This is an optimization exercise on Yosys and OpenROAD, whose aim is small area and a short achievable clock period, not a production implementation. In this exercise RTL edits were held to simulation tests only and were not proved equivalent to the original. The clock port is modelled as an ideal driver; clocking choices that lean on that would not hold on a real chip. Power and IR drop assume default switching activity.

`flow/flow/run.sh`:
```
#!/bin/bash
# The standard layout (standard.sh, unchanged synthesis), with:
#  - port buffers of the smallest plain buffer (buf_1) instead of the delay
#    buffer buffer_ports picks by default;
#  - no dummy loads in clock tree synthesis;
#  - gates off the critical paths downsized after global routing.
# The whole make output goes to standard.log.
set -o pipefail
bash standard.sh finish \
  "BUFFER_PORTS_ARGS=-buffer_cell sky130_fd_sc_hd__buf_1" \
  "CTS_ARGS=-sink_clustering_enable -repair_clock_nets -dont_use_dummy_load" \
  "RECOVER_POWER=100" > standard.log 2>&1
```
`flow/standard.sh`:
```
#!/bin/bash
# synth_recipe.tcl (not shown) runs the flow's synth.tcl, then flattens the netlist and writes it again
# the make line also repeats each setting of config.mk as NAME=value (left out here)
make -C /OpenROAD-flow-scripts/flow DESIGN_CONFIG=/design/flow/config.mk WORK_HOME=/design/flow/orfs CLKGATE_MAP_FILE= SYNTH_SCRIPT=/design/flow/synth_recipe.tcl "${@:-finish}"
```
`flow/config.mk`:
```
export PLATFORM = sky130hd
export DESIGN_NAME = hpif_core
export DESIGN_NICKNAME = hpif_core
export VERILOG_FILES = /design/flow/design.v
export SDC_FILE = /design/flow/constraint.sdc
export NUM_CORES = 4
export LEC_CHECK = 0
export CAP_MARGIN = 20
export CORE_MARGIN = 2
export CORE_UTILIZATION = 40
export SLEW_MARGIN = 20
export SYNTH_HIERARCHICAL = 1
export SYNTH_MINIMUM_KEEP_SIZE = 0
```
`flow/constraint.sdc`:
```
create_clock -name core_clock -period 22.0 [get_ports {clk}]
set_input_delay 4.4000 -clock core_clock [delete_from_list [all_inputs] [get_ports {clk}]]
set_output_delay 4.4000 -clock core_clock [all_outputs]
set_load 0.01 [all_outputs]
```
`flow/design.v`:
```
module hpif_tap (
    input  wire        clk,
    input  wire        rst,
    input  wire        s_valid,
    input  wire [1:0]  s,
    output wire        bit_valid,
    output wire        bit_val,
    output wire        bit_sync,
    output reg         m_valid,
    output wire [10:0] m,
    output wire [2:0]  m_class,
    output wire [7:0]  esel,      
    output wire        fault
);
    localparam [1:0] IDLE = 2'b00, SEG = 2'b01, Z1 = 2'b11, HIT = 2'b10;
    localparam [3:0] NONE = 4'b1111, ONE = 4'b1100;    
    reg  [1:0]  zc;
    reg         fault_r;
    reg         pol;       
    reg  [3:0]  c, t2, t3;
    reg  [3:0]  bitoff;
    reg  [2:0]  mhi;       
    reg  [7:0]  mlo;       
    wire step  = s_valid && !fault_r;
    wire bad   = s[1] && s[0];
    wire zero  = !s[1] && !s[0];
    wire push  = step && (s[1] ^ s[0]);
    wire fresh = (zc != SEG);                   
    wire same  = !fresh && (s[1] == pol);       
    function [3:0] inc;
        input [3:0] z;
        inc = {z[2:0], (z[3] ^ z[2]) | (&z)};
    endfunction
    wire [3:0] c_inc  = inc(c);
    wire [3:0] t2_inc = inc(same ? t2 : c);
    wire [3:0] t3_inc = inc(same ? t3 : t2);
    always @(posedge clk) begin
        if (push) begin
            pol <= s[1];
            c   <= same ? c_inc : (fresh ? NONE : ONE);
            t2  <= fresh ? NONE : t2_inc;
            t3  <= fresh ? NONE : t3_inc;
        end
    end
    wire rec_hit  = (c != NONE);
    wire rec_sync = (t3 != NONE);
    wire symbol   = step && zero && (zc == Z1) && rec_hit;
    wire [3:0] off_base = rec_sync ? 4'd0 : bitoff;
    wire       append   = symbol && (rec_sync || bitoff != 4'd0);
    wire       last     = (off_base == 4'd10);
    always @(posedge clk) begin
        if (rst) begin
            zc      <= IDLE;
            fault_r <= 1'b0;
            bitoff  <= 4'd0;
            m_valid <= 1'b0;
        end else begin
            m_valid <= append && last;
            if (step && bad)
                fault_r <= 1'b1;
            if (step) begin
                if (!zero)
                    zc <= SEG;
                else case (zc)
                    SEG:     zc <= Z1;
                    Z1:      zc <= rec_hit ? HIT : IDLE;
                    default: zc <= IDLE;
                endcase
            end else if (zc == HIT) begin
                zc <= IDLE;
            end
            if (append)
                bitoff <= last ? 4'd0 : off_base + 4'd1;
        end
    end
    always @(posedge clk) begin
        if (append) begin
            mlo <= {mlo[6:0], pol};
            if (off_base < 4'd3)
                mhi <= {mhi[1:0], pol};
        end
    end
    assign bit_valid = (zc == HIT);
    assign bit_val   = pol;
    assign bit_sync  = rec_sync;
    assign m         = {mhi, mlo};
    assign m_class   = {1'b0, mhi[2] && (mhi[1] || mhi[0]), mhi[2] && (mhi[1] || !mhi[0])};
    assign fault     = fault_r;
    wire       ge3  = !fault_r && (bitoff[3] || bitoff[2] || (bitoff[1] && bitoff[0]));
    assign     esel = {8{ge3}} & (8'd1 << mhi);
endmodule
module hpif_echo (
    input  wire [7:0] mask,
    input  wire [7:0] sel,
    output wire       echo
);
    assign echo = |(mask & sel);
endmodule
module hpif_device (
    input  wire        clk,
    input  wire        rst,
    input  wire        c_valid,
    input  wire [1:0]  c_kind,
    input  wire        din,
    input  wire [19:0] dev_id,
    output wire        dout,
    output wire        id_valid,
    output reg  [19:0] id,
    output wire        acc_valid
);
    reg [1:0] st;
    wire gate = c_valid && !st[1] && din;
    always @(posedge clk) begin
        if (rst) begin
            st <= 2'b00;
            id <= dev_id;
        end else if (gate && c_kind == 2'd1) begin
            st <= 2'b01;
        end else if (gate && c_kind == 2'd2) begin
            st <= 2'b11;
        end else begin
            st[0] <= 1'b0;
        end
    end
    assign dout      = st[1];
    assign id_valid  = st[0] && !st[1];
    assign acc_valid = st[0] && st[1];
endmodule
module hpif_core (
    input  wire        clk,
    input  wire        rst,
    input  wire        s_valid,
    input  wire [1:0]  s,
    input  wire [7:0]  echo_mask,
    output wire        bit_valid,
    output wire        bit_val,
    output wire        bit_sync,
    output wire        m_valid,
    output wire [10:0] m,
    output wire [2:0]  m_class,
    output wire        echo,
    output wire        fault,
    input  wire        c_valid,
    input  wire [1:0]  c_kind,
    input  wire        din,
    input  wire [19:0] dev_id,
    output wire        dout,
    output wire        id_valid,
    output wire [19:0] id,
    output wire        acc_valid
);
    wire [7:0] esel;
    hpif_tap u_tap (
        .clk(clk), .rst(rst), .s_valid(s_valid), .s(s),
        .bit_valid(bit_valid), .bit_val(bit_val), .bit_sync(bit_sync),
        .m_valid(m_valid), .m(m), .m_class(m_class), .esel(esel), .fault(fault)
    );
    hpif_echo u_echo (.mask(echo_mask), .sel(esel), .echo(echo));
    hpif_device u_dev (
        .clk(clk), .rst(rst),
        .c_valid(c_valid), .c_kind(c_kind), .din(din), .dev_id(dev_id),
        .dout(dout), .id_valid(id_valid), .id(id), .acc_valid(acc_valid)
    );
endmodule
```
==> flow_summary.rst, run 1 <==
.. list-table::
   :header-rows: 1

   * - Metric
     - Value
   * - Total congestion overflow after global routing
     - 0
   * - Critical Path, Cell by Cell
     - buf_1, a22oi_1, nand4_1, buf_1
   * - Power density cells
     - 66.9 nW/um^2
   * - Class of the tightest hold or removal check
     - reg -> reg
   * - Initial detailed-routing violation count
     - 70
   * - Synthesized-area fraction occupied by ao, oa, aoi and oai cells
     - 0.0649
   * - CP max-delay cell
     - sky130_fd_sc_hd__a22oi_1
   * - DRC viols
     - 0
   * - Sum of buffers and inverters on the critical path
     - 2
   * - Leakage power
     - 0.873 nW
   * - Count of nets after finishing
     - 305
   * - Synth Net Count
     - 226
   * - Main combinational cell family by area after synthesis
     - simple AND/OR/NAND/NOR gates
   * - Multiplexer share of the synthesized area
     - 0.0238
   * - TritonCTS clock tree
     - done
   * - Maximum clock frequency
     - 108 MHz
   * - Largest net degree at the start of global routing
     - 31
   * - Final critical delay including setup and external delays
     - 9.30 ns
   * - Layout Check Failures
     - max-capacitance violations, max-slew violations
   * - Antenna diode instance count
     - 0
   * - Clock-pin slew on the worst setup and hold paths
     - 0.08 ns
   * - Core region area
     - 5540 sq um
   * - Placed cell count
     - 328
   * - Number of antenna violations at the first check in global routing
     - 0
   * - Starting density of the core
     - 0.418
   * - Final Non-Filler Cells
     - 333
   * - Post-synthesis sequential area ratio
     - 0.658
   * - Postcts setup bufs
     - 0
   * - Placement Rows
     - 27
   * - Synthesized-area fraction occupied by xor and xnor cells
     - 0.0189
   * - Max Cap Viol
     - 1
   * - Number of register bits inferred by synthesis
     - 54
   * - Largest delay contributor family on the critical path
     - buffers and inverters
   * - Most used cell, CP
     - sky130_fd_sc_hd__buf_1
   * - Num ports
     - 80
   * - Number of library cell types mapped by synthesis
     - 39
   * - Worst slew margin relative to its limit
     - -0.0523
   * - X dimension of the die
     - 80.1 microns
   * - Cell accounting for the most synthesized area
     - sky130_fd_sc_hd__edfxtp_1
   * - Final setup viols
     - 0
   * - Global router's overall resource usage
     - 0.143
   * - Via count of the first global-routing pass
     - 1499
   * - Cell area after layout
     - 2730 sq um
   * - CTS root buf
     - sky130_fd_sc_hd__clkbuf_8
   * - Cells after Synth
     - 184
   * - Most numerous cell in the Yosys netlist
     - sky130_fd_sc_hd__edfxtp_1
   * - Placed cell area
     - 2670 sq um
   * - Number of buffers inserted during clock tree synthesis
     - 5
   * - Y dimension of the die
     - 80.1 microns
   * - Summed instance area of the synthesized netlist
     - 2310 sq um
   * - CTS resizes
     - 0
   * - Max clock buf depth
     - 2
   * - Per-cell routed wire length
     - 13.3 microns
   * - Most area-consuming cells after synthesis
     - sky130_fd_sc_hd__edfxtp_1 (57%), sky130_fd_sc_hd__dfxtp_1 (8.7%), sky130_fd_sc_hd__nand2_1 (3.4%), sky130_fd_sc_hd__ha_1 (2.7%), sky130_fd_sc_hd__a21oi_1 (2.2%)
   * - Number of H-tree branching levels
     - 2
   * - Buffers on Ports
     - 78
   * - Mean area per synthesized cell
     - 12.6 sq um
   * - Count of endpoints failing hold in the final timing report
     - 0
   * - Worst Path Required
     - 17.60 ns
   * - Accumulated negative setup slack
     - 0 ns
   * - Initial DRT Pass Iterations
     - 4
   * - Simple-gate portion of the synthesized area
     - 0.182
   * - Startpoint of the lowest-slack hold path
     - u_tap.mlo[6]$_DFFE_PP_
   * - Worst Skew
     - 0.0156 ns
   * - Share of flip-flops with an asynchronous set or reset
     - 0
   * - Via-per-instance ratio
     - 4.92
   * - Yosys Warn Count
     - 8
   * - Worst slew pin tran
     - 1.58 ns
   * - Category of the worst setup path capture point
     - output port
   * - Fin crit share
     - 0.423
   * - Data arrival time at the worst-slack endpoint
     - 4.90 ns
   * - Beginning of the worst register-to-register path
     - u_tap.pol$_DFFE_PP_
   * - Final GP Congestion
     - 0.723
   * - CP Max Fanout
     - 1
   * - Delay of the slowest cell on the worst path
     - 0.18 ns
   * - ANT nets after route
     - 0
   * - Syn-to-layout area delta
     - 17.8%
   * - Most frequent cells after synthesis
     - sky130_fd_sc_hd__edfxtp_1 (44), sky130_fd_sc_hd__nand2_1 (21), sky130_fd_sc_hd__nor2_1 (12), sky130_fd_sc_hd__a21oi_1 (10), sky130_fd_sc_hd__dfxtp_1 (10)
   * - TritonCTS Sinks
     - 54
   * - Maximum VDD drop
     - 23.4 uV
   * - Detailed-placement wirelength estimate
     - 3160 microns
   * - DR vias
     - 1640
   * - Clock latency on the worst-skew pair
     - 0.30 ns
   * - Hold-fix buffer count after cts
     - 0
   * - Adder-cell share of the synthesized area
     - 0.0270
   * - Fraction of layout instances using a drive strength above 1
     - 0.0460
   * - Critical path type
     - in -> out
   * - Most used flip-flop cell after synthesis
     - sky130_fd_sc_hd__edfxtp_1
   * - EDFF count, synth
     - 44
   * - Critical path launch point type
     - input pin
   * - Setup repair after global routing missed its margin
     - no
   * - Max Transition Viols Final
     - 31
   * - DRT Wirelength
     - 4420 microns
   * - Floorplan die area
     - 6410 sq um
   * - Outcome
     - complete, but fails checks
   * - Wire length of the first global-routing pass
     - 7100 microns
   * - Post-synth top area share
     - 0.571
   * - Worst Setup SP
     - echo_mask[3]
==> flip-flops by register name (all words and copies together), names as in the netlist <==
register       cells
u_dev.id          20
u_tap.mlo          8
u_tap.bitoff       4
u_tap.c            4
u_tap.t2           4
u_tap.t3           4
u_tap.mhi          3
u_dev.st           2
u_tap.zc           2
u_tap.fault_r      1
u_tap.m_valid      1
u_tap.pol          1
==> power by group <==
part / switching [mW] / internal [mW] / total, mW
Clock: 0.0276 / 0.0206 / 0.0482
Combinational: 0.0104 / 0.00624 / 0.0166
Sequential: 0.00215 / 0.115 / 0.118
Total: 0.0401 / 0.142 / 0.182
==> layer usage <==
metal,vias up,track usage,wire length [microns]
li1,822,-,-
met1,759,0.187,2000
met2,53,0.228,2050
met3,6,0.0393,311
met4,0,0.0508,59
met5,-,0,0
==> modules after synthesis (local to each module, per instance), excerpt <==
module / copies in the design / flip-flops and latches / area [sq um]
hpif_tap: 1 / 32 / 1580
hpif_device: 1 / 22 / 696
hpif_echo: 1 / 0 / 36.3
==> final timing paths <==
| check | slack, ns | cells past startpoint | to |
|---|---|---|---|
| max reg2reg | 19.54 | 5 | u_tap.t2[0]$_SDFFCE_PP1P_ |
| min reg2reg | 0.46 | 0 | u_tap.mlo[7]$_DFFE_PP_ |
| min | 0.46 | 0 | u_tap.mlo[7]$_DFFE_PP_ |
| max | 12.70 | 4 | echo |
==> placed cells by master, fill, tap and decap left out, types with 2 or more instances in the layout <==
| cell type | instances |
|---|---|
| sky130_fd_sc_hd__a211o_1 | 2 |
| sky130_fd_sc_hd__inv_1 | 5 |
| sky130_fd_sc_hd__or3_1 | 2 |
| sky130_fd_sc_hd__nand4_1 | 2 |
| sky130_fd_sc_hd__nor2b_1 | 6 |
| sky130_fd_sc_hd__nand3b_1 | 3 |
| sky130_fd_sc_hd__edfxtp_1 | 44 |
| sky130_fd_sc_hd__dfxtp_1 | 10 |
| sky130_fd_sc_hd__nand2_1 | 21 |
| sky130_fd_sc_hd__nor3_1 | 5 |
| sky130_fd_sc_hd__and2_0 | 2 |
| sky130_fd_sc_hd__or4b_1 | 2 |
| sky130_fd_sc_hd__ha_1 | 5 |
| sky130_fd_sc_hd__buf_1 | 77 |
| sky130_fd_sc_hd__o21ai_1 | 2 |
| sky130_fd_sc_hd__clkbuf_8 | 5 |
| sky130_fd_sc_hd__a21oi_1 | 10 |
| sky130_fd_sc_hd__clkbuf_1 | 2 |
| sky130_fd_sc_hd__nor2_1 | 12 |
| sky130_fd_sc_hd__o21ai_0 | 4 |
| sky130_fd_sc_hd__xor2_1 | 2 |
| sky130_fd_sc_hd__nand2b_1 | 3 |
| sky130_fd_sc_hd__mux2_2 | 4 |
| sky130_fd_sc_hd__nand3_1 | 8 |
| sky130_fd_sc_hd__xnor2_1 | 3 |
| sky130_fd_sc_hd__a22oi_1 | 5 |
| sky130_fd_sc_hd__nor3b_1 | 3 |
==> final cells by class <==
class,instances,area (sq um)
tap,72,90.1
clock buffer,5,68.8
timing repair buffer,79,297
fill,534,2810
inverter,5,18.8
multi-input combinational,118,731
sequential,54,1520
==> cells by family (layout without fill, tap and decap cells) <==
logic type / Yosys count / count (layout)
multiplexers: 5 / 5
flip-flops: 54 / 54
AND/OR/NAND/NOR: 77 / 77
buffers and inverters: 12 / 89
adder cells (fa/ha/maj): 5 / 5
XOR/XNOR: 5 / 5
other: 1 / 1
AO/OA/AOI/OAI: 25 / 25
==> metrics by stage <==
| step | utilization | power (mW) | setup slack (ns) | hold slack, ns |
|---|---|---|---|---|
| floorplan | - | 0.129 | 12.88 | 0.493 |
| global placement | 0.481 | 0.136 | 12.73 | 0.432 |
| detailed placement | 0.481 | 0.137 | 12.71 | 0.444 |
| CTS | 0.494 | 0.185 | 12.71 | 0.463 |
| global route | 0.492 | 0.193 | 12.64 | 0.470 |
| finish | 0.492 | 0.182 | 12.70 | 0.459 |
==> inputs of run 2 (changes only) <==
--- a/flow/flow/run.sh
+++ b/flow/flow/run.sh
@@ -4,4 +4,3 @@
 #    buffer buffer_ports picks by default;
-#  - no dummy loads in clock tree synthesis;
-#  - gates off the critical paths downsized after global routing.
+#  - no dummy loads in clock tree synthesis.
 # The whole make output goes to standard.log.
@@ -11,2 +10,2 @@
   "CTS_ARGS=-sink_clustering_enable -repair_clock_nets -dont_use_dummy_load" \
-  "RECOVER_POWER=100" > standard.log 2>&1
+  > standard.log 2>&1
==> run 2 against run 1 <==
  * Now clean on timing, DRC and antenna
  * Sequential share of layout area fell by 0.18 points
  * Count of clock-buffer cells in the layout did not move
  * Die area did not move
  * Synthesized area is the same
  * First-iteration DRC count fell by 4.3%
  * Via count up 0.18%
==> flow_summary.rst, run 2 <==
.. list-table::
   :header-rows: 1

   * - Metric
     - Value
   * - Most common cell after layout, fill and taps aside
     - sky130_fd_sc_hd__buf_1
   * - Largest delay contributor family on the critical path
     - buffers and inverters
   * - CTS root buf
     - sky130_fd_sc_hd__clkbuf_8
   * - Fraction of layout instances using a drive strength above 1
     - 0.0536 (+0.00766)
   * - Largest net degree at the start of global routing
     - 31 (unchanged)
   * - Post-synthesis sequential area ratio
     - 0.658 (unchanged)
   * - Wire length of the first global-routing pass
     - 7100 microns (unchanged)
   * - Largest reg by FF count
     - u_dev.id
   * - Hold-fix buffer count after cts
     - 0 (unchanged)
   * - Core region area
     - 5540 sq um (unchanged)
   * - Critical path launch point type
     - input pin
   * - Setup repair after global routing missed its margin
     - no
   * - Number of library cell types mapped by synthesis
     - 39 (unchanged)
   * - Share of flip-flops with an asynchronous set or reset
     - 0 (unchanged)
   * - Post-Route Hold Slack
     - 0.459 ns (-0.00000300 ns)
   * - Maximum VDD drop
     - 23.4 uV (about the same)
   * - Critical path type
     - in -> out
   * - TritonCTS clock tree
     - done
   * - Fill cell total of the finished layout
     - 531 (-0.56%)
   * - Highest-count cells in the layout ignoring fill and taps
     - sky130_fd_sc_hd__buf_1 (78), sky130_fd_sc_hd__edfxtp_1 (44), sky130_fd_sc_hd__nand2_1 (21), sky130_fd_sc_hd__nor2_1 (12)
   * - TritonCTS Sinks
     - 54 (unchanged)
   * - Mean area per synthesized cell
     - 12.6 sq um (unchanged)
   * - Most used cell, CP
     - sky130_fd_sc_hd__buf_1
   * - Max Cap Viol
     - 0 (-1)
   * - Final GP Congestion
     - 0.723 (unchanged)
   * - DRT Wirelength
     - 4420 microns (-0.20%)
   * - Max Transition Viols Final
     - 0 (-100%)
   * - ANT nets after route
     - 0 (unchanged)
   * - Detailed-placement wirelength estimate
     - 3160 microns (unchanged)
   * - DR vias
     - 1643 (+0.18%)
   * - Max reg flops
     - 20 (unchanged)
   * - Total congestion overflow after global routing
     - 0 (unchanged)
   * - Placement Rows
     - 27 (unchanged)
   * - Number of H-tree branching levels
     - 2 (unchanged)
   * - Starting density of the core
     - 0.418 (unchanged)
   * - Postcts setup bufs
     - 0 (unchanged)
   * - Cell accounting for the most synthesized area
     - sky130_fd_sc_hd__edfxtp_1
   * - Worst Skew
     - 0.0156 ns (+0.0000112 ns)
   * - Power density cells
     - 66.6 nW/um^2 (-0.34%)
   * - Final setup viols
     - 0 (unchanged)
   * - Maximum clock frequency
     - 108 MHz (unchanged)
   * - Category of the worst setup path capture point
     - output port
   * - Data arrival time at the worst-slack endpoint
     - 4.90 ns (about the same)
   * - Cell area after layout
     - 2740 sq um (+0.32%)
   * - CP max-delay cell
     - sky130_fd_sc_hd__a22oi_1
   * - Sum of buffers and inverters on the critical path
     - 2 (unchanged)
   * - Delay of the slowest cell on the worst path
     - 0.18 ns (about the same)
   * - Most used flip-flop cell after synthesis
     - sky130_fd_sc_hd__edfxtp_1
   * - Synth Net Count
     - 226 (unchanged)
   * - Max clock buf depth
     - 2 (unchanged)
   * - Number of register bits inferred by synthesis
     - 54 (unchanged)
   * - Leakage power
     - 0.879 nW (+0.77%)
   * - Worst slew pin tran
     - 0.758 ns (-0.820 ns)
   * - Floorplan die area
     - 6410 sq um (unchanged)
   * - Count of endpoints failing hold in the final timing report
     - 0 (unchanged)
   * - Number of buffers inserted during clock tree synthesis
     - 5 (unchanged)
   * - CP Max Fanout
     - 1 (unchanged)
   * - Final critical delay including setup and external delays
     - 9.30 ns (unchanged)
   * - Initial DRT Pass Iterations
     - 4 (unchanged)
   * - Most numerous cell in the Yosys netlist
     - sky130_fd_sc_hd__edfxtp_1
   * - Via-per-instance ratio
     - 4.93 (+0.18%)
   * - Via count of the first global-routing pass
     - 1499 (unchanged)
   * - Outcome
     - no timing/DRC/antenna violations
   * - Most frequent cells after synthesis
     - sky130_fd_sc_hd__edfxtp_1 (44), sky130_fd_sc_hd__nand2_1 (21), sky130_fd_sc_hd__nor2_1 (12), sky130_fd_sc_hd__a21oi_1 (10), sky130_fd_sc_hd__dfxtp_1 (10)
   * - CTS resizes
     - 0 (unchanged)
   * - Worst Path Required
     - 17.60 ns (about the same)
   * - EDFF count, synth
     - 44 (unchanged)
   * - DRC viols
     - 0 (unchanged)
   * - Cells after Synth
     - 184 (unchanged)
   * - Count of nets after finishing
     - 305 (unchanged)
   * - Global router's overall resource usage
     - 0.143 (unchanged)
   * - Clock-pin slew on the worst setup and hold paths
     - 0.08 ns (about the same)
   * - Yosys Warn Count
     - 8 (unchanged)
   * - Buffers on Ports
     - 78 (unchanged)
   * - Number of antenna violations at the first check in global routing
     - 0 (unchanged)
   * - Placed cell area
     - 2670 sq um (unchanged)
   * - Post-synth top area share
     - 0.571 (unchanged)
   * - Per-cell routed wire length
     - 13.3 microns (-0.20%)
   * - Num ports
     - 80 (unchanged)
   * - Summed instance area of the synthesized netlist
     - 2310 sq um (unchanged)
   * - Initial detailed-routing violation count
     - 67 (-4.3%)
   * - Antenna diode instance count
     - 0 (unchanged)
   * - Y dimension of the die
     - 80.1 microns (unchanged)
   * - Most area-consuming cells after synthesis
     - sky130_fd_sc_hd__edfxtp_1 (57%), sky130_fd_sc_hd__dfxtp_1 (8.7%), sky130_fd_sc_hd__nand2_1 (3.4%), sky130_fd_sc_hd__ha_1 (2.7%), sky130_fd_sc_hd__a21oi_1 (2.2%)
   * - Critical Path, Cell by Cell
     - buf_1, a22oi_1, nand4_1, buf_1
   * - Accumulated negative setup slack
     - 0 ns (unchanged)
   * - Fin crit share
     - 0.423 (unchanged)
   * - Syn-to-layout area delta
     - 18.2%
   * - Class of the tightest hold or removal check
     - reg -> reg
   * - X dimension of the die
     - 80.1 microns (unchanged)
   * - Worst slew margin relative to its limit
     - 0.491 (+0.543)
   * - Clock latency on the worst-skew pair
     - 0.30 ns (about the same)
[run 2: worst register-to-register path, cell delays in order (launching register included)]
cell and delay (ns):
sky130_fd_sc_hd__edfxtp_1 0.49, sky130_fd_sc_hd__xor2_1 0.67, sky130_fd_sc_hd__nor2_1 0.23, sky130_fd_sc_hd__mux2_2 0.33, sky130_fd_sc_hd__ha_1 0.28, sky130_fd_sc_hd__a211o_1 0.23
[run 2: final timing paths]
path / to / cells past startpoint / slack, ns / from
setup / recovery: echo / 4 / 12.70 / echo_mask[3]
hold / removal: u_tap.mlo[7]$_DFFE_PP_ / 0 / 0.46 / u_tap.mlo[6]$_DFFE_PP_
setup reg to reg: u_tap.t2[0]$_SDFFCE_PP1P_ / 5 / 19.54 / u_tap.pol$_DFFE_PP_
hold reg to reg: u_tap.mlo[7]$_DFFE_PP_ / 0 / 0.46 / u_tap.mlo[6]$_DFFE_PP_
[run 2: power by group]
group | internal [mW] | total [mW] | leakage, nW | switching, mW
logic | 0.00633 | 0.0167 | 0.361 | 0.0103
clock network | 0.0206 | 0.0482 | 0.0359 | 0.0276
registers | 0.115 | 0.117 | 0.482 | 0.00214
[run 2: per-layer routing]
metal | GRT usage | wire, microns | share of wire
met5 | 0 | 0 | 0
met4 | 0.0508 | 59 | 0.013
met3 | 0.0393 | 327 | 0.074
met2 | 0.228 | 2060 | 0.47
met1 | 0.187 | 1970 | 0.45
[run 2: area by class of cell]
type,instances,area (sq um),share of cell area
clock buffers,5,68.8,0.0252
inverters,5,18.8,0.00686
multi-input cells,118,736,0.269
flip-flops and latches,54,1520,0.556
well taps,72,90.1,0.0329
repair buffers,79,300,0.110
[run 2: metrics by stage]
step	setup WS (ns)	std cells	utilization	total power, mW
after floorplan	12.88	184	-	0.129
after global placement	12.73	328	0.481	0.136
after detailed placement	12.71	328	0.481	0.137
after CTS	12.71	333	0.494	0.185
after global routing	12.64	333	0.494	0.193
final	12.70	333	0.494	0.182
[run 2: cell families after synthesis]
group | Yosys count | share of synthesized area
AND/OR/NAND/NOR | 77 | 0.182
flip-flops | 54 | 0.658
AO/OA/AOI/OAI | 25 | 0.0649
buffers and inverters | 12 | 0.0243
adder cells (fa/ha/maj) | 5 | 0.0270
XOR/XNOR | 5 | 0.0189
multiplexers | 5 | 0.0238
other | 1 | 0.00162
[run 2: modules after synthesis (local to each module, per instance), a selection]
module	area, sq um	cells	copies in the design
hpif_echo	36.3	5	1
hpif_tap	1580	149	1
hpif_device	696	30	1
==> inputs of run 3 (changes only) <==
--- a/flow/design.v
+++ b/flow/design.v
@@ -20,3 +20,3 @@
     reg  [3:0]  c, t2, t3;
-    reg  [3:0]  bitoff;
+    reg  [3:0]  bitoff;    
     reg  [2:0]  mhi;       
@@ -26,3 +26,3 @@
     wire zero  = !s[1] && !s[0];
-    wire push  = step && (s[1] ^ s[0]);
+    wire push  = step && !zero && !bad;
     wire fresh = (zc != SEG);                   
@@ -31,3 +31,3 @@
         input [3:0] z;
-        inc = {z[2:0], (z[3] ^ z[2]) | (&z)};
+        inc = {z[2:0], (z[3] | z[2]) & (!(z[3] & z[2]) | (z[1] & z[0]))};
     endfunction
@@ -47,5 +47,8 @@
     wire symbol   = step && zero && (zc == Z1) && rec_hit;
-    wire [3:0] off_base = rec_sync ? 4'd0 : bitoff;
-    wire       append   = symbol && (rec_sync || bitoff != 4'd0);
-    wire       last     = (off_base == 4'd10);
+    localparam [3:0] OFF0 = 4'b0000, OFF10 = 4'b0010;
+    wire [3:0] off_base = rec_sync ? OFF0 : bitoff;
+    wire [3:0] off_next = {off_base[2:0], ~(off_base[3] ^ off_base[2])};
+    wire       off_lt3  = !off_base[3] && !off_base[2] && (off_base[0] || !off_base[1]);
+    wire       append   = symbol && (rec_sync || bitoff != OFF0);
+    wire       last     = (off_base == OFF10);
     always @(posedge clk) begin
@@ -54,3 +57,3 @@
             fault_r <= 1'b0;
-            bitoff  <= 4'd0;
+            bitoff  <= OFF0;
             m_valid <= 1'b0;
@@ -72,3 +75,3 @@
             if (append)
-                bitoff <= last ? 4'd0 : off_base + 4'd1;
+                bitoff <= last ? OFF0 : off_next;
         end
@@ -78,3 +81,3 @@
             mlo <= {mlo[6:0], pol};
-            if (off_base < 4'd3)
+            if (off_lt3)
                 mhi <= {mhi[1:0], pol};
@@ -88,3 +91,3 @@
     assign fault     = fault_r;
-    wire       ge3  = !fault_r && (bitoff[3] || bitoff[2] || (bitoff[1] && bitoff[0]));
+    wire       ge3  = !fault_r && (bitoff[3] || bitoff[2] || (bitoff[1] && !bitoff[0]));
     assign     esel = {8{ge3}} & (8'd1 << mhi);
--- a/flow/flow/run.sh
+++ b/flow/flow/run.sh
@@ -4,7 +4,10 @@
 #    buffer buffer_ports picks by default;
-#  - no dummy loads in clock tree synthesis.
+#  - the clock buffered by flow/pre_cts.tcl (three clkbuf_8) instead of
+#    TritonCTS's H-tree with dummy loads.
 # The whole make output goes to standard.log.
 set -o pipefail
+here=$(pwd)
 bash standard.sh finish \
   "BUFFER_PORTS_ARGS=-buffer_cell sky130_fd_sc_hd__buf_1" \
+  "PRE_CTS_TCL=$here/flow/pre_cts.tcl" \
   "CTS_ARGS=-sink_clustering_enable -repair_clock_nets -dont_use_dummy_load" \
==> flow/flow/pre_cts.tcl (new file) <==
# Clock buffering in place of TritonCTS's H-tree: the clock sinks are split
# into three groups by x position and each group is driven by its own
# clkbuf_8 at the group's centroid, fed straight from the clock port.
# clock_tree_synthesis then finds the clock already buffered and adds nothing.
set nclk 3
set cbuf sky130_fd_sc_hd__clkbuf_8
set sinks {}
foreach p [get_pins -hierarchical */CLK] {
  set inst [[sta::sta_to_db_pin $p] getInst]
  set loc [$inst getLocation]
  lappend sinks [list [lindex $loc 0] [lindex $loc 1] [get_full_name $p]]
}
set sinks [lsort -integer -index 0 $sinks]
set n [llength $sinks]
set dbu [[ord::get_db_tech] getDbUnitsPerMicron]
for {set g 0} {$g < $nclk} {incr g} {
  set lo [expr {$g * $n / $nclk}]
  set hi [expr {($g + 1) * $n / $nclk - 1}]
  set grp [lrange $sinks $lo $hi]
  set sx 0; set sy 0; set pins {}
  foreach s $grp {
    set sx [expr {$sx + [lindex $s 0]}]
    set sy [expr {$sy + [lindex $s 1]}]
    lappend pins [get_pins [lindex $s 2]]
  }
  set k [llength $grp]
  insert_buffer -buffer_cell $cbuf -net clk -load_pins $pins \
    -location [list [expr {$sx / $k / double($dbu)}] [expr {$sy / $k / double($dbu)}]] \
    -buffer_name clkbuf_g$g -net_name clknet_g$g
}
==> run 3 against run 2 <==
  * Global-route usage decreased by 1.3 points
  * Utilization decreased by 0.92 points
  * Worst hold slack got worse by 0.00088 ns
  * Power decreased by 6.8%
  * Wire length decreased by 5.7%
  * Synthesized cell count decreased by 4.3%
  * Cell count decreased by 2.1%
  * Clock skew decreased by 0.0018 ns
  * Die area decreased by 4.2%
  * Clock power decreased by 25%
  * Critical path type unchanged
==> flow_summary.rst, run 3 <==
.. list-table::
   :header-rows: 1

   * - Metric
     - Value
   * - Per-cell routed wire length
     - 12.8 microns (-3.7%)
   * - Highest metal layer with signal wires
     - met4
   * - Share of total power consumed by net switching
     - 0.211 (-0.00844)
   * - Adder-cell share of the synthesized area
     - 0.00566 (-0.0214)
   * - Critical path launch point type
     - input pin
   * - Placement Rows
     - 27 (unchanged)
   * - Outcome
     - no timing/DRC/antenna violations
   * - Count of endpoints failing hold in the final timing report
     - 0 (unchanged)
   * - EDFF count, synth
     - 44 (unchanged)
   * - Class of the tightest hold or removal check
     - reg -> reg
   * - Via-per-instance ratio
     - 4.95 (+0.41%)
   * - Worst Skew
     - 0.0138 ns (-0.00178 ns)
   * - Most area-consuming cells after synthesis
     - sky130_fd_sc_hd__edfxtp_1 (60%), sky130_fd_sc_hd__dfxtp_1 (9.0%), sky130_fd_sc_hd__nand2_1 (5.1%), sky130_fd_sc_hd__nor2_1 (3.1%), sky130_fd_sc_hd__nand3_1 (2.3%)
   * - Internal Dissipation
     - 0.134 mW (-5.8%)
   * - Leakage power
     - 0.831 nW (-5.5%)
   * - Fraction of layout instances using a drive strength above 1
     - 0.0472 (-0.00640)
   * - Met1 Wirelength
     - 1790 microns (-8.8%)
   * - Cells after Synth
     - 176 (-4.3%)
   * - Initial DRT Pass Iterations
     - 5 (+1)
   * - CP Max Fanout
     - 1 (unchanged)
   * - Category of the worst setup path capture point
     - output port
   * - Simple-gate portion of the synthesized area
     - 0.204 (+0.0225)
   * - Postcts setup bufs
     - 0 (unchanged)
   * - Cell accounting for the most synthesized area
     - sky130_fd_sc_hd__edfxtp_1
   * - Synthesized-area fraction occupied by ao, oa, aoi and oai cells
     - 0.0667 (+0.00184)
   * - Beginning of the worst register-to-register path
     - u_tap.c[0]$_DFFE_PP_
   * - Highest-count cells in the layout ignoring fill and taps
     - sky130_fd_sc_hd__buf_1 (78), sky130_fd_sc_hd__edfxtp_1 (44), sky130_fd_sc_hd__nand2_1 (30), sky130_fd_sc_hd__nor2_1 (17)
   * - Most common cell after layout, fill and taps aside
     - sky130_fd_sc_hd__buf_1
   * - Global router's overall resource usage
     - 0.131 (-0.0125)
   * - Clock-pin slew on the worst setup and hold paths
     - 0.09 ns (about the same)
   * - Number of library cell types mapped by synthesis
     - 41 (+5.1%)
   * - Number of antenna violations at the first check in global routing
     - 0 (unchanged)
   * - Setup repair after global routing missed its margin
     - no
   * - Mean area per synthesized cell
     - 12.6 sq um (about the same)
   * - Largest reg by FF count
     - u_dev.id
   * - Starting density of the core
     - 0.407 (-0.0109)
   * - Clock latency on the worst-skew pair
     - 0.16 ns (-0.14 ns)
   * - X dimension of the die
     - 78.4 microns (-2.1%)
   * - Count of nets after finishing
     - 294 (-3.6%)
   * - Max Cap Viol
     - 0 (unchanged)
   * - Worst Path Required
     - 17.60 ns (about the same)
   * - Net switching power figure
     - 0.0359 mW (-10%)
   * - Summed instance area of the synthesized netlist
     - 2210 sq um (-4.4%)
   * - Wire length of the first global-routing pass
     - 6730 microns (-5.2%)
   * - DRT Wirelength
     - 4160 microns (-5.7%)
   * - Critical path type
     - in -> out
   * - Main combinational cell family by area after synthesis
     - simple AND/OR/NAND/NOR gates
   * - Max Transition Viols Final
     - 0 (unchanged)
   * - Via count of the first global-routing pass
     - 1494 (-0.33%)
   * - Final Total Pwr
     - 0.170 mW (-6.8%)
   * - Initial detailed-routing violation count
     - 58 (-13%)
   * - Accumulated negative setup slack
     - 0 ns (unchanged)
   * - Final setup viols
     - 0 (unchanged)
   * - Max reg flops
     - 20 (unchanged)
   * - Y dimension of the die
     - 78.4 microns (-2.1%)
   * - Met2 routed wirelength
     - 2100 microns (+2.0%)
   * - Floorplan die area
     - 6140 sq um (-4.2%)
   * - Total congestion overflow after global routing
     - 0 (unchanged)
   * - Post-synth top area share
     - 0.597 (+0.0262)
   * - Fill cell total of the finished layout
     - 514 (-3.2%)
   * - Routed length on met3
     - 223 microns (-32%)
   * - Yosys Warn Count
     - 8 (unchanged)
   * - Final GP Congestion
     - 0.723 (about the same)
   * - Multiplexer share of the synthesized area
     - 0.00452 (-0.0193)
   * - Power density cells
     - 64.5 nW/um^2 (-3.2%)
   * - ANT nets after route
     - 0 (unchanged)
   * - Syn-to-layout area delta
     - 19.1%
   * - DR vias
     - 1615 (-1.7%)
   * - Most frequent cells after synthesis
     - sky130_fd_sc_hd__edfxtp_1 (44), sky130_fd_sc_hd__nand2_1 (30), sky130_fd_sc_hd__nor2_1 (18), sky130_fd_sc_hd__dfxtp_1 (10), sky130_fd_sc_hd__nand3_1 (10)
   * - Worst Setup SP
     - echo_mask[3]
   * - Worst slew pin tran
     - 0.813 ns (+0.0550 ns)
   * - Share of total power in the clock network
     - 0.212 (-0.052)
   * - Post-synthesis sequential area ratio
     - 0.688 (+0.0301)
   * - Share of flip-flops with an asynchronous set or reset
     - 0 (unchanged)
   * - Detailed-placement wirelength estimate
     - 3080 microns (-2.6%)
   * - Most numerous cell in the Yosys netlist
     - sky130_fd_sc_hd__edfxtp_1
   * - Final critical delay including setup and external delays
     - 9.30 ns (-0.000900 ns)
   * - Fraction of power consumed by combinational cells
     - 0.098 (+0.007)
   * - Synth Net Count
     - 214 (-5.3%)
   * - Largest net degree at the start of global routing
     - 31 (unchanged)
   * - Worst slew margin relative to its limit
     - 0.457 (-0.0341)
   * - Part of the power in registers
     - 0.690 (+0.046)
   * - Buffers on Ports
     - 78 (unchanged)
   * - Most used flip-flop cell after synthesis
     - sky130_fd_sc_hd__edfxtp_1
   * - Antenna diode instance count
     - 0 (unchanged)
   * - DRC viols
     - 0 (unchanged)
   * - Num ports
     - 80 (unchanged)
   * - CTS resizes
     - 0 (unchanged)
   * - Maximum clock frequency
     - 108 MHz (about the same)
   * - Hold-fix buffer count after cts
     - 0 (unchanged)
   * - Data arrival time at the worst-slack endpoint
     - 4.90 ns (about the same)
   * - Startpoint of the lowest-slack hold path
     - u_tap.mlo[2]$_DFFE_PP_
   * - Number of register bits inferred by synthesis
     - 54 (unchanged)
   * - Maximum VDD drop
     - 53.6 uV (+130%)
   * - Fin crit share
     - 0.423 (about the same)
   * - Synthesized-area fraction occupied by xor and xnor cells
     - 0.0158 (-0.00309)
   * - Core region area
     - 5440 sq um (-1.8%)
==> run 3: cell types whose count changed after synthesis, moves of 3 or more <==
cell | before | now
sky130_fd_sc_hd__nor2_1 | 12 | 18
sky130_fd_sc_hd__o21ai_0 | 4 | 1
sky130_fd_sc_hd__a21oi_1 | 10 | 6
sky130_fd_sc_hd__nand2_1 | 21 | 30
sky130_fd_sc_hd__nor3_1 | 5 | 2
sky130_fd_sc_hd__mux2_2 | 4 | 0
sky130_fd_sc_hd__ha_1 | 5 | 1
==> run 3: worst max-delay path: stages <==
cell	delay (ns)
sky130_fd_sc_hd__buf_1	0.07
sky130_fd_sc_hd__a22oi_1	0.18
sky130_fd_sc_hd__nand4_1	0.11
sky130_fd_sc_hd__buf_1	0.14
==> run 3: per-module statistics from Yosys (local to each module, per instance), excerpt <==
module,cell area (sq um),cells,times used
hpif_tap,1480,141,1
hpif_echo,36.3,5,1
hpif_device,696,30,1
==> run 3: cell type report, without the clock buffers <==
type / instances / area (sq um) / area share
Sequential cell: 54 / 1520 / 0.577
Multi-Input combinational cell: 115 / 671 / 0.255
Timing Repair Buffer: 79 / 300 / 0.114
Tap cell: 72 / 90.1 / 0.0342
Inverter: 3 / 11.3 / 0.00427
==> run 3: worst paths after layout <==
path                                          endpoint  slack [ns]  cells after the start
worst max register to register  u_tap.mhi[1]$_DFFE_PP_       19.75                      4
worst min register to register  u_tap.mlo[3]$_DFFE_PP_        0.46                      0
worst max-delay path                              echo       12.70                      4
worst min-delay path            u_tap.mlo[3]$_DFFE_PP_        0.46                      0
==> run 3: stage by stage <==
stage | std cells | worst slack [ns] | util | hold slack (ns) | instance area [sq um]
after floorplan | 176 | 12.88 | - | 0.446 | 2210
after global placement | 323 | 12.72 | 0.475 | 0.432 | 2580
after detailed placement | 323 | 12.71 | 0.475 | 0.436 | 2580
after CTS | 326 | 12.71 | 0.483 | 0.436 | 2630
after global routing | 326 | 12.66 | 0.484 | 0.477 | 2640
final | 326 | 12.70 | 0.484 | 0.458 | 2640
==> run 3: power groups by stage <==
stage | sequential [mW] | clock, mW | combinational [mW]
finish | 0.117 | 0.0360 | 0.0167
CTS | 0.120 | 0.0271 | 0.0168
floorplan | 0.121 | 0 | 0.00763
global route | 0.118 | 0.0411 | 0.0187
global placement | 0.120 | 0 | 0.0165
detailed placement | 0.120 | 0 | 0.0167
==> run 3: logic make-up after synthesis <==
family	count (synthesis)
AO/OA/AOI/OAI	21
XOR/XNOR	4
adder cells (fa/ha/maj)	1
buffers and inverters	7
flip-flops	54
multiplexers	1
other	1
AND/OR/NAND/NOR	87
==> run 3: per-layer routing <==
metal,up-vias,GRT usage
met5,-,0
met4,0,0.0175
met3,6,0.0126
met2,43,0.245
met1,766,0.168
li1,800,-
==> inputs of run 4 (changes only) <==
--- a/flow/flow/run.sh
+++ b/flow/flow/run.sh
@@ -1,3 +1,5 @@
 #!/bin/bash
-# The standard layout (standard.sh, unchanged synthesis), with:
+# The standard layout (standard.sh), with:
+#  - synthesis by flow/synth_area.tcl: the standard synthesis, except that
+#    ABC maps all logic but the echo AND-OR for area (flow/area.abc);
 #  - port buffers of the smallest plain buffer (buf_1) instead of the delay
@@ -9,3 +11,5 @@
 here=$(pwd)
+export FLOW_AREA_ABC="$here/flow/area.abc"
 bash standard.sh finish \
+  "SYNTH_SCRIPT=$here/flow/synth_area.tcl" \
   "BUFFER_PORTS_ARGS=-buffer_cell sky130_fd_sc_hd__buf_1" \
==> flow/flow/area.abc (new file) <==
strash
dc2
dch
amap
topo
==> flow/flow/synth_area.tcl (new file) <==
# synth_recipe.tcl (the standard synthesis) with one change: ABC maps every
# module but hpif_echo for area (flow/area.abc) instead of for speed.
# hpif_echo, the only logic on the critical path (echo_mask -> echo), keeps
# the standard speed mapping. Registers are mapped by dfflibmap before ABC
# runs, so they are the standard synthesis's, with the same names.
proc synth {args} { yosys synth -nofsm -noshare {*}$args }
proc abc {args} {
  yosys abc {*}$args hpif_echo
  set i [lsearch -exact $args -script]
  set area_args [lreplace $args [expr {$i + 1}] [expr {$i + 1}] $::env(FLOW_AREA_ABC)]
  set j [lsearch -exact $area_args -D]
  if {$j >= 0} { set area_args [lreplace $area_args $j [expr {$j + 1}]] }
  yosys abc {*}$area_args hpif_core hpif_tap hpif_device
}
source $::env(SCRIPTS_DIR)/synth.tcl
# left out here: clear keep_hierarchy, flatten, clean up, hide names made inside functions, write 1_2_yosys.v
==> run 4 against run 3 <==
  * Sequential share of layout area is 2.4 points higher
  * Combinational power is 13% lower
  * Critical path depth stayed put
  * Clock power is 1% lower
  * Register-to-register slack worse by 0.58 ns
  * Largest power group unchanged
==> flow_summary.rst, run 4 <==
.. list-table::
   :header-rows: 1

   * - Metric
     - Value
   * - EDFF count, synth
     - 44 (unchanged)
   * - Most area-consuming cells after synthesis
     - sky130_fd_sc_hd__edfxtp_1 (63%), sky130_fd_sc_hd__dfxtp_1 (9.5%), sky130_fd_sc_hd__nor2_1 (4.5%), sky130_fd_sc_hd__clkinv_1 (3.0%), sky130_fd_sc_hd__nand2_1 (2.0%)
   * - CTS resizes
     - 0 (unchanged)
   * - Antenna diode instance count
     - 0 (unchanged)
   * - Max Cap Viol
     - 0 (unchanged)
   * - Final GP Congestion
     - 0.773 (+6.9%)
   * - Count of cells along the worst register-to-register path
     - 8 (+4)
   * - Worst slew pin tran
     - 0.656 ns (-0.157 ns)
   * - Core region area
     - 5070 sq um (-6.7%)
   * - Power density cells
     - 66.1 nW/um^2 (+2.5%)
   * - Via-per-instance ratio
     - 4.81 (-3.0%)
   * - Most used cell, CP
     - sky130_fd_sc_hd__buf_1
   * - Per-cell routed wire length
     - 12.4 microns (-3.1%)
   * - Worst Setup SP
     - echo_mask[3]
   * - Worst Skew
     - 0.0131 ns (-0.000749 ns)
   * - DRT Wirelength
     - 3900 microns (-6.4%)
   * - Max reg flops
     - 20 (unchanged)
   * - CP max-delay cell
     - sky130_fd_sc_hd__a22oi_1
   * - Cell accounting for the most synthesized area
     - sky130_fd_sc_hd__edfxtp_1
   * - Via count of the first global-routing pass
     - 1372 (-8.2%)
   * - Placement Rows
     - 26 (-3.7%)
   * - Most common cell after layout, fill and taps aside
     - sky130_fd_sc_hd__buf_1
   * - ANT nets after route
     - 0 (unchanged)
   * - Accumulated negative setup slack
     - 0 ns (unchanged)
   * - Class of the tightest hold or removal check
     - reg -> reg
   * - Hold-fix buffer count after cts
     - 0 (unchanged)
   * - Cells after Synth
     - 163 (-7.4%)
   * - Beginning of the worst register-to-register path
     - u_tap.zc[0]$_SDFFE_PP0P_
   * - Wire length of the first global-routing pass
     - 6310 microns (-6.4%)
   * - Data arrival time at the worst-slack endpoint
     - 4.94 ns (+0.04 ns)
   * - Outcome
     - no timing/DRC/antenna violations
   * - Critical Path, Cell by Cell
     - buf_1, a22oi_1, nand4_1, buf_1
   * - Yosys Warn Count
     - 8 (unchanged)
   * - Buffers on Ports
     - 78 (unchanged)
   * - Hold Path Depth
     - 0 (unchanged)
   * - Adder-cell share of the synthesized area
     - 0.00597 (+0.000310)
   * - Max Transition Viols Final
     - 0 (unchanged)
   * - Fin crit share
     - 0.424 (+0.00184)
   * - Post-synth top area share
     - 0.630 (+0.0328)
   * - Post-synthesis sequential area ratio
     - 0.726 (+0.0378)
   * - Total congestion overflow after global routing
     - 0 (unchanged)
   * - Synth Net Count
     - 201 (-6.1%)
   * - Maximum VDD drop
     - 45.9 uV (-14%)
   * - DRC viols
     - 0 (unchanged)
   * - Mean area per synthesized cell
     - 12.9 sq um (+2.4%)
   * - Count of nets after finishing
     - 285 (-3.1%)
   * - Critical path launch point type
     - input pin
   * - Synthesized-area fraction occupied by ao, oa, aoi and oai cells
     - 0.111 (+0.0442)
   * - Maximum clock frequency
     - 107 MHz (-0.43%)
   * - Largest net degree at the start of global routing
     - 28 (-9.7%)
   * - Final critical delay including setup and external delays
     - 9.34 ns (+0.0404 ns)
   * - Leakage power
     - 0.775 nW (-6.7%)
   * - Count of endpoints failing hold in the final timing report
     - 0 (unchanged)
   * - Largest reg by FF count
     - u_dev.id
   * - Worst setup path endpoint
     - echo
   * - CP Max Fanout
     - 1 (unchanged)
   * - DR vias
     - 1514 (-6.3%)
   * - Slack of the worst reg-to-reg path
     - 19.17 ns (-0.58 ns)
   * - Synthesized-area fraction occupied by xor and xnor cells
     - 0 (-0.0158)
   * - Highest-count cells in the layout ignoring fill and taps
     - sky130_fd_sc_hd__buf_1 (78), sky130_fd_sc_hd__edfxtp_1 (44), sky130_fd_sc_hd__nor2_1 (25), sky130_fd_sc_hd__clkinv_1 (17), sky130_fd_sc_hd__nand2_1 (11)
   * - Share of flip-flops with an asynchronous set or reset
     - 0 (unchanged)
   * - Detailed-placement wirelength estimate
     - 2900 microns (-6.0%)
   * - Category of the worst setup path capture point
     - output port
   * - Main combinational cell family by area after synthesis
     - simple AND/OR/NAND/NOR gates
   * - Critical path type
     - in -> out
   * - Fraction of layout instances using a drive strength above 1
     - 0.0245 (-0.0228)
   * - Worst Path Required
     - 17.60 ns (about the same)
   * - Pre-CTS worst setup slack
     - 12.69 ns (-0.0197 ns)
   * - Fill cell total of the finished layout
     - 480 (-6.6%)
   * - Initial detailed-routing violation count
     - 121 (+110%)
   * - Y dimension of the die
     - 76.4 microns (-2.5%)
   * - Simple-gate portion of the synthesized area
     - 0.122 (-0.0825)
   * - Final worst slack
     - 12.66 ns (-0.0404 ns)
   * - X dimension of the die
     - 76.4 microns (-2.5%)
   * - Floorplan die area
     - 5840 sq um (-4.9%)
   * - Number of library cell types mapped by synthesis
     - 28 (-32%)
   * - Final Total Pwr
     - 0.167 mW (-1.6%)
   * - Final setup viols
     - 0 (unchanged)
   * - Syn-to-layout area delta
     - 20.6%
   * - Most numerous cell in the Yosys netlist
     - sky130_fd_sc_hd__edfxtp_1
   * - Summed instance area of the synthesized netlist
     - 2100 sq um (-5.2%)
   * - Capturing point of the worst reg2reg path
     - u_tap.t2[0]$_SDFFCE_PP1P_
   * - Most frequent cells after synthesis
     - sky130_fd_sc_hd__edfxtp_1 (44), sky130_fd_sc_hd__nor2_1 (25), sky130_fd_sc_hd__clkinv_1 (17), sky130_fd_sc_hd__nand2_1 (11), sky130_fd_sc_hd__dfxtp_1 (10)
   * - Number of antenna violations at the first check in global routing
     - 0 (unchanged)
   * - Initial DRT Pass Iterations
     - 4 (-1)
   * - Starting density of the core
     - 0.413 (+0.00650)
   * - Postcts setup bufs
     - 0 (unchanged)
   * - Clock latency on the worst-skew pair
     - 0.16 ns (about the same)
   * - Multiplexer share of the synthesized area
     - 0 (-0.00452)
   * - Global router's overall resource usage
     - 0.126 (-0.00427)
   * - Delay of the slowest cell on the worst path
     - 0.18 ns (about the same)
   * - Worst slew margin relative to its limit
     - 0.563 (+0.106)
   * - Post-Route Hold Slack
     - 0.460 ns (+0.00216 ns)
   * - Clock-pin slew on the worst setup and hold paths
     - 0.10 ns (about the same)
   * - Most used flip-flop cell after synthesis
     - sky130_fd_sc_hd__edfxtp_1
   * - Num ports
     - 80 (unchanged)
   * - Setup repair after global routing missed its margin
     - no
   * - Number of register bits inferred by synthesis
     - 54 (unchanged)
## run 4: changes by cell type after synthesis, moves of 4 or more
cell | before | now
sky130_fd_sc_hd__a221o_1 | 0 | 4
sky130_fd_sc_hd__clkinv_1 | 0 | 17
sky130_fd_sc_hd__or2_0 | 0 | 4
sky130_fd_sc_hd__nand3_1 | 10 | 4
sky130_fd_sc_hd__nor2_1 | 18 | 25
sky130_fd_sc_hd__o22ai_1 | 0 | 5
sky130_fd_sc_hd__o21ai_0 | 1 | 6
sky130_fd_sc_hd__nand2_1 | 30 | 11
## run 4: critical path: cells and delay by family
kind,cells,cell delay (ns)
AOI/OAI and AO/OA,1,0.18
buffers and inverters,2,0.23
and+or+nand+nor,1,0.13
## run 4: Yosys stat by module, one instance, submodules excluded, a selection
module	cells	cell area [sq um]	copies in the design
hpif_device	32	692	1
hpif_echo	5	36.3	1
hpif_tap	126	1370	1
## run 4: final cells by class, without the clock buffers
class / instances / area [sq um] / share of cell area
inverters: 17 / 63.8 / 0.0252
multi-input cells: 91 / 508 / 0.201
well taps: 70 / 87.6 / 0.0346
repair buffers: 80 / 308 / 0.122
flip-flops and latches: 54 / 1520 / 0.601
## run 4: worst min path at each step
stage / slack, ns / startpoint / to
floorplan: 0.45 / u_tap.bitoff[2]$_SDFFE_PP0P_ / u_tap.bitoff[2]$_SDFFE_PP0P_
global placement: 0.44 / u_tap.mlo[6]$_DFFE_PP_ / u_tap.mlo[7]$_DFFE_PP_
detailed placement: 0.44 / u_tap.mlo[6]$_DFFE_PP_ / u_tap.mlo[7]$_DFFE_PP_
CTS: 0.44 / u_tap.mlo[6]$_DFFE_PP_ / u_tap.mlo[7]$_DFFE_PP_
global route: 0.48 / u_tap.mlo[1]$_DFFE_PP_ / u_tap.mlo[2]$_DFFE_PP_
finish: 0.46 / u_tap.mlo[6]$_DFFE_PP_ / u_tap.mlo[7]$_DFFE_PP_
## run 4: per-layer routing
metal / track usage / part of all wire / up-vias
li1: - / - / 770
met1: 0.167 / 0.44 / 702
met2: 0.234 / 0.51 / 40
met3: 0.0142 / 0.043 / 2
met4: 0.00909 / 0.0059 / 0
met5: 0 / 0 / -
## run 4: cells by family (layout without fill, tap and decap cells)
kind of cell / Yosys count / count (layout)
simple gates: 56 / 56
compound gates: 33 / 33
flops: 54 / 54
other cells: 1 / 1
buf+inv: 18 / 100
fa+ha+maj: 1 / 1
## run 4: stage by stage
step                utilization  cell area [sq um]  instances
floorplan                     -               2100        163
global placement          0.490               2480        312
detailed placement        0.490               2480        312
CTS                       0.498               2530        315
global route              0.499               2530        315
finish                    0.499               2530        315
## run 4: where the power goes
| part | switching [mW] | internal (mW) | leakage, nW |
|---|---|---|---|
| Sequential | 0.00182 | 0.115 | 0.483 |
| Clock | 0.0229 | 0.0127 | 0.0216 |
| Combinational | 0.00934 | 0.00513 | 0.271 |
==> inputs of run 5 (changes only) <==
--- a/flow/design.v
+++ b/flow/design.v
@@ -20,5 +20,5 @@
     reg  [3:0]  c, t2, t3;
-    reg  [3:0]  bitoff;    
     reg  [2:0]  mhi;       
     reg  [7:0]  mlo;       
+    reg         hmk, lmk;  
     wire step  = s_valid && !fault_r;
@@ -47,8 +47,6 @@
     wire symbol   = step && zero && (zc == Z1) && rec_hit;
-    localparam [3:0] OFF0 = 4'b0000, OFF10 = 4'b0010;
-    wire [3:0] off_base = rec_sync ? OFF0 : bitoff;
-    wire [3:0] off_next = {off_base[2:0], ~(off_base[3] ^ off_base[2])};
-    wire       off_lt3  = !off_base[3] && !off_base[2] && (off_base[0] || !off_base[1]);
-    wire       append   = symbol && (rec_sync || bitoff != OFF0);
-    wire       last     = (off_base == OFF10);
+    wire       idle     = hmk && lmk;                 
+    wire       in_rest  = hmk && !lmk;                
+    wire       append   = symbol && (rec_sync || !idle);
+    wire       last     = !rec_sync && in_rest && mlo[7];
     always @(posedge clk) begin
@@ -57,3 +55,4 @@
             fault_r <= 1'b0;
-            bitoff  <= OFF0;
+            hmk     <= 1'b1;
+            lmk     <= 1'b1;
             m_valid <= 1'b0;
@@ -74,11 +73,6 @@
             end
-            if (append)
-                bitoff <= last ? OFF0 : off_next;
-        end
-    end
-    always @(posedge clk) begin
-        if (append) begin
-            mlo <= {mlo[6:0], pol};
-            if (off_lt3)
-                mhi <= {mhi[1:0], pol};
+            if (append && (rec_sync || !hmk))
+                {hmk, mhi} <= rec_sync ? {3'b001, pol} : {mhi, pol};
+            if (append && (rec_sync || hmk))
+                {lmk, mlo} <= rec_sync ? 9'b000000001 : {mlo, pol};
         end
@@ -91,3 +85,3 @@
     assign fault     = fault_r;
-    wire       ge3  = !fault_r && (bitoff[3] || bitoff[2] || (bitoff[1] && !bitoff[0]));
+    wire       ge3  = !fault_r && in_rest;
     assign     esel = {8{ge3}} & (8'd1 << mhi);
--- a/flow/config.mk
+++ b/flow/config.mk
@@ -9,3 +9,3 @@
 export CORE_MARGIN = 2
-export CORE_UTILIZATION = 40
+export CORE_UTILIZATION = 60
 export SLEW_MARGIN = 20
==> run 5 against run 4 <==
  * Still clean
  * Utilization increased by 24 points
  * Worst setup slack improved by 0.010 ns
  * Synthesized area shrank 1.7%
  * Cell count decreased by 7.0%
  * Cell area decreased by 2.9%
  * Combinational power is essentially flat
  * Die area is 33% lower
  * Power shrank 3.1%
  * Register-to-register slack gained 0.40 ns
  * Clock power shrank 5%
  * Sequential share of layout area rose by 0.15 points
  * First-iteration DRC count is 45% lower
  * Largest cell class unchanged
  * Largest power group unchanged
==> flow_summary.rst, run 5 <==
.. list-table::
   :header-rows: 1

   * - Metric
     - Value
   * - Outcome
     - no timing/DRC/antenna violations
   * - Synthesized-area fraction occupied by ao, oa, aoi and oai cells
     - 0.0947 (-0.0163)
   * - Worst Skew
     - 0.00517 ns (-0.00789 ns)
   * - Y dimension of the die
     - 62.6 microns (-18%)
   * - Critical path launch point type
     - input pin
   * - Fraction of power consumed by combinational cells
     - 0.091 (+0.004)
   * - Most used flip-flop cell after synthesis
     - sky130_fd_sc_hd__edfxtp_1
   * - Hold-fix buffer count after cts
     - 0 (unchanged)
   * - Number of antenna violations at the first check in global routing
     - 0 (unchanged)
   * - Most frequent cells after synthesis
     - sky130_fd_sc_hd__edfxtp_1 (44), sky130_fd_sc_hd__nor2_1 (26), sky130_fd_sc_hd__clkinv_1 (14), sky130_fd_sc_hd__nand2_1 (10), sky130_fd_sc_hd__o21ai_0 (10)
   * - Share of flip-flops with an asynchronous set or reset
     - 0 (unchanged)
   * - Floorplan die area
     - 3920 sq um (-33%)
   * - Yosys Warn Count
     - 8 (unchanged)
   * - Multiplexer share of the synthesized area
     - 0 (unchanged)
   * - Main combinational cell family by area after synthesis
     - simple AND/OR/NAND/NOR gates
   * - Fin crit share
     - 0.424 (-0.000473)
   * - Cell accounting for the most synthesized area
     - sky130_fd_sc_hd__edfxtp_1
   * - Postcts setup bufs
     - 0 (unchanged)
   * - Summed instance area of the synthesized netlist
     - 2060 sq um (-1.7%)
   * - Worst Path Required
     - 17.60 ns (about the same)
   * - Max Transition Viols Final
     - 0 (unchanged)
   * - Count of endpoints failing hold in the final timing report
     - 0 (unchanged)
   * - Class of the tightest hold or removal check
     - reg -> reg
   * - Buffers on Ports
     - 78 (unchanged)
   * - Post-synthesis sequential area ratio
     - 0.718 (-0.00709)
   * - Placed cell count
     - 290 (-7.1%)
   * - CP Max Fanout
     - 1 (unchanged)
   * - Adder-cell share of the synthesized area
     - 0 (-0.00597)
   * - Maximum VDD drop
     - 66.2 uV (+44%)
   * - DR vias
     - 1535 (+1.4%)
   * - Number of register bits inferred by synthesis
     - 52 (-3.7%)
   * - Net switching power figure
     - 0.0325 mW (-4.5%)
   * - Most numerous cell in the Yosys netlist
     - sky130_fd_sc_hd__edfxtp_1
   * - Fraction of layout instances using a drive strength above 1
     - 0.0202 (-0.00425)
   * - DRT Wirelength
     - 3790 microns (-2.7%)
   * - Post-Route Hold Slack
     - 0.527 ns (+0.0667 ns)
   * - Initial DRT Pass Iterations
     - 4 (unchanged)
   * - Via-per-instance ratio
     - 5.24 (+9.0%)
   * - Final Non-Filler Cells
     - 293 (-7.0%)
   * - Maximum clock frequency
     - 107 MHz (+0.11%)
   * - Final GP Congestion
     - 0.809 (+4.6%)
   * - Worst slew pin tran
     - 0.718 ns (+0.0617 ns)
   * - Share of total power in the clock network
     - 0.208 (-0.005)
   * - Synth Net Count
     - 203 (+1.0%)
   * - Part of the power in registers
     - 0.700 (about the same)
   * - Total congestion overflow after global routing
     - 0 (unchanged)
   * - Syn-to-layout area delta
     - 19.2%
   * - Via count of the first global-routing pass
     - 1503 (+9.5%)
   * - Number of library cell types mapped by synthesis
     - 27 (-3.6%)
   * - Share of total power consumed by net switching
     - 0.201 (-0.00295)
   * - Global router's overall resource usage
     - 0.200 (+0.0735)
   * - ANT nets after route
     - 0 (unchanged)
   * - Mean area per synthesized cell
     - 12.4 sq um (-3.4%)
   * - Core region area
     - 3310 sq um (-35%)
   * - Post-synth top area share
     - 0.641 (+0.0107)
   * - Clock latency on the worst-skew pair
     - 0.16 ns (about the same)
   * - Wire length of the first global-routing pass
     - 6520 microns (+3.4%)
   * - Final Total Pwr
     - 0.162 mW (-3.1%)
   * - EDFF count, synth
     - 44 (unchanged)
   * - Critical path type
     - in -> out
   * - Internal Dissipation
     - 0.130 mW (-2.7%)
   * - Power density cells
     - 66.0 nW/um^2 (-0.21%)
   * - Final critical delay including setup and external delays
     - 9.33 ns (-0.0104 ns)
   * - Util after Layout
     - 0.742 (+0.244)
   * - DRC viols
     - 0 (unchanged)
   * - Final setup viols
     - 0 (unchanged)
   * - Initial detailed-routing violation count
     - 67 (-45%)
   * - Clock-pin slew on the worst setup and hold paths
     - 0.10 ns (about the same)
   * - Per-cell routed wire length
     - 12.9 microns (+4.6%)
   * - Highest-count cells in the layout ignoring fill and taps
     - sky130_fd_sc_hd__buf_1 (78), sky130_fd_sc_hd__edfxtp_1 (44), sky130_fd_sc_hd__nor2_1 (26), sky130_fd_sc_hd__clkinv_1 (14)
   * - Max reg flops
     - 20 (unchanged)
   * - Largest reg by FF count
     - u_dev.id
   * - Setup repair after global routing missed its margin
     - no
   * - Category of the worst setup path capture point
     - output port
   * - Cells after Synth
     - 166 (+1.8%)
   * - Largest net degree at the start of global routing
     - 31 (+11%)
   * - Count of nets after finishing
     - 286 (+0.35%)
   * - Most area-consuming cells after synthesis
     - sky130_fd_sc_hd__edfxtp_1 (64%), sky130_fd_sc_hd__dfxtp_1 (7.8%), sky130_fd_sc_hd__nor2_1 (4.7%), sky130_fd_sc_hd__nor2b_1 (2.7%), sky130_fd_sc_hd__clkinv_1 (2.5%)
   * - Most common cell after layout, fill and taps aside
     - sky130_fd_sc_hd__buf_1
   * - Antenna diode instance count
     - 0 (unchanged)
   * - X dimension of the die
     - 62.6 microns (-18%)
   * - Synthesized-area fraction occupied by xor and xnor cells
     - 0 (unchanged)
   * - Detailed-placement wirelength estimate
     - 2930 microns (+1.1%)
   * - Worst slew margin relative to its limit
     - 0.521 (-0.0411)
   * - Placement Rows
     - 21 (-19%)
   * - Starting density of the core
     - 0.623 (+0.210)
   * - Accumulated negative setup slack
     - 0 ns (unchanged)
   * - Leakage power
     - 0.746 nW (-3.8%)
   * - Max Cap Viol
     - 0 (unchanged)
   * - Data arrival time at the worst-slack endpoint
     - 4.93 ns (about the same)
   * - Num ports
     - 80 (unchanged)
   * - Simple-gate portion of the synthesized area
     - 0.156 (+0.0342)
   * - CTS resizes
     - 0 (unchanged)
run 5: per-layer routing:
layer / up-vias / GRT usage / part of all wire
met3: 5 / 0.0180 / 0.054
met1: 708 / 0.259 / 0.42
met4: 0 / 0.0194 / 0.0084
met5: - / 0 / 0
li1: 767 / - / -
met2: 55 / 0.379 / 0.52
run 5: per-module statistics from Yosys (local to each module, per instance), excerpt:
| module | area (sq um) | cells inside |
|---|---|---|
| hpif_echo | 36.3 | 5 |
| hpif_tap | 1330 | 129 |
| hpif_device | 692 | 32 |
run 5: worst paths after layout:
check,slack [ns],cells past startpoint,start,endpoint
hold / removal,0.53,2,u_tap.zc[1]$_SDFFE_PP0P_,u_tap.m_valid$_SDFF_PP0_
setup / recovery,12.67,4,echo_mask[5],echo
setup reg to reg,19.57,8,u_tap.pol$_DFFE_PP_,u_tap.t2[0]$_SDFFCE_PP1P_
hold reg to reg,0.53,2,u_tap.zc[1]$_SDFFE_PP0P_,u_tap.m_valid$_SDFF_PP0_
run 5: per-stage QoR:
stage          cell area [sq um]  setup slack (ns)
6_report                    2460             12.67
3_5_place_dp                2410             12.68
2_1_floorplan               2060             12.88
3_3_place_gp                2410             12.73
5_1_grt                     2460             12.63
4_1_cts                     2450             12.67
run 5: cell families (layout without fill, tap and decap cells):
family,after synthesis,after routing
other,1,1
buffers and inverters,15,96
flip-flops,52,52
AO/OA/AOI/OAI,31,31
AND/OR/NAND/NOR,67,67
run 5: worst max-delay path: stages:
cell and delay, ns:
sky130_fd_sc_hd__buf_1 0.08, sky130_fd_sc_hd__a22oi_1 0.20, sky130_fd_sc_hd__nand4_1 0.11, sky130_fd_sc_hd__buf_1 0.14
run 5: cell type report, without the clock buffers:
class / count / area, sq um
timing repair buffer: 79 / 300
sequential: 52 / 1480
multi-input combinational: 99 / 524
tap: 46 / 57.6
inverter: 14 / 52.6
fill: 244 / 853
run 5: power groups by stage:
stage / combinational [mW] / clock (mW) / sequential [mW]
after floorplan: 0.00595 / 0 / 0.117
after global placement: 0.0143 / 0 / 0.116
after detailed placement: 0.0147 / 0 / 0.116
after CTS: 0.0148 / 0.0266 / 0.116
after global routing: 0.0168 / 0.0378 / 0.114
final: 0.0148 / 0.0338 / 0.114

[port drivers added, routing unchanged]
The flow's constraints put no driver on any port. The routed layouts listed below were extracted and timed again, unchanged, in two steps.
Step 1, drivers: a clkbuf_16 drives clk and a buf_2 each remaining input, both assumed.
Step 2 adds t to the input delays and takes it off the output delays; t is the mean of the earliest and latest rising clock arrival at the registers after step 1. Input paths then give back, and output paths get back, about the clock's delay inside the block.
Three values: ideal ports, drivers, drivers and shift; two values: the first two.
| run | shift t [ns] | setup WS [ns] | worst setup path after step 2 | slew at the worst register clock pin (ns) | worst slew at a driven data input, ns |
|---|---|---|---|---|---|
| run 1 | 0.322 | 12.701 / 12.680 / 12.680 | input to output | 0.09 / 0.09 | 0.05 |
| run 2 | 0.322 | 12.701 / 12.680 / 12.680 | input to output | 0.09 / 0.09 | 0.05 |
| run 3 | 0.203 | 12.702 / 12.675 / 12.675 | input to output | 0.11 / 0.11 | 0.04 |
| run 4 | 0.202 | 12.662 / 12.642 / 12.642 | input to output | 0.11 / 0.11 | 0.04 |
| run 5 | 0.192 | 12.672 / 12.648 / 12.648 | input to output | 0.10 / 0.10 | 0.04 |
The setup slack of run 3, which loses most, moves by -0.027 ns with the drivers and by -0.027 ns with both steps.
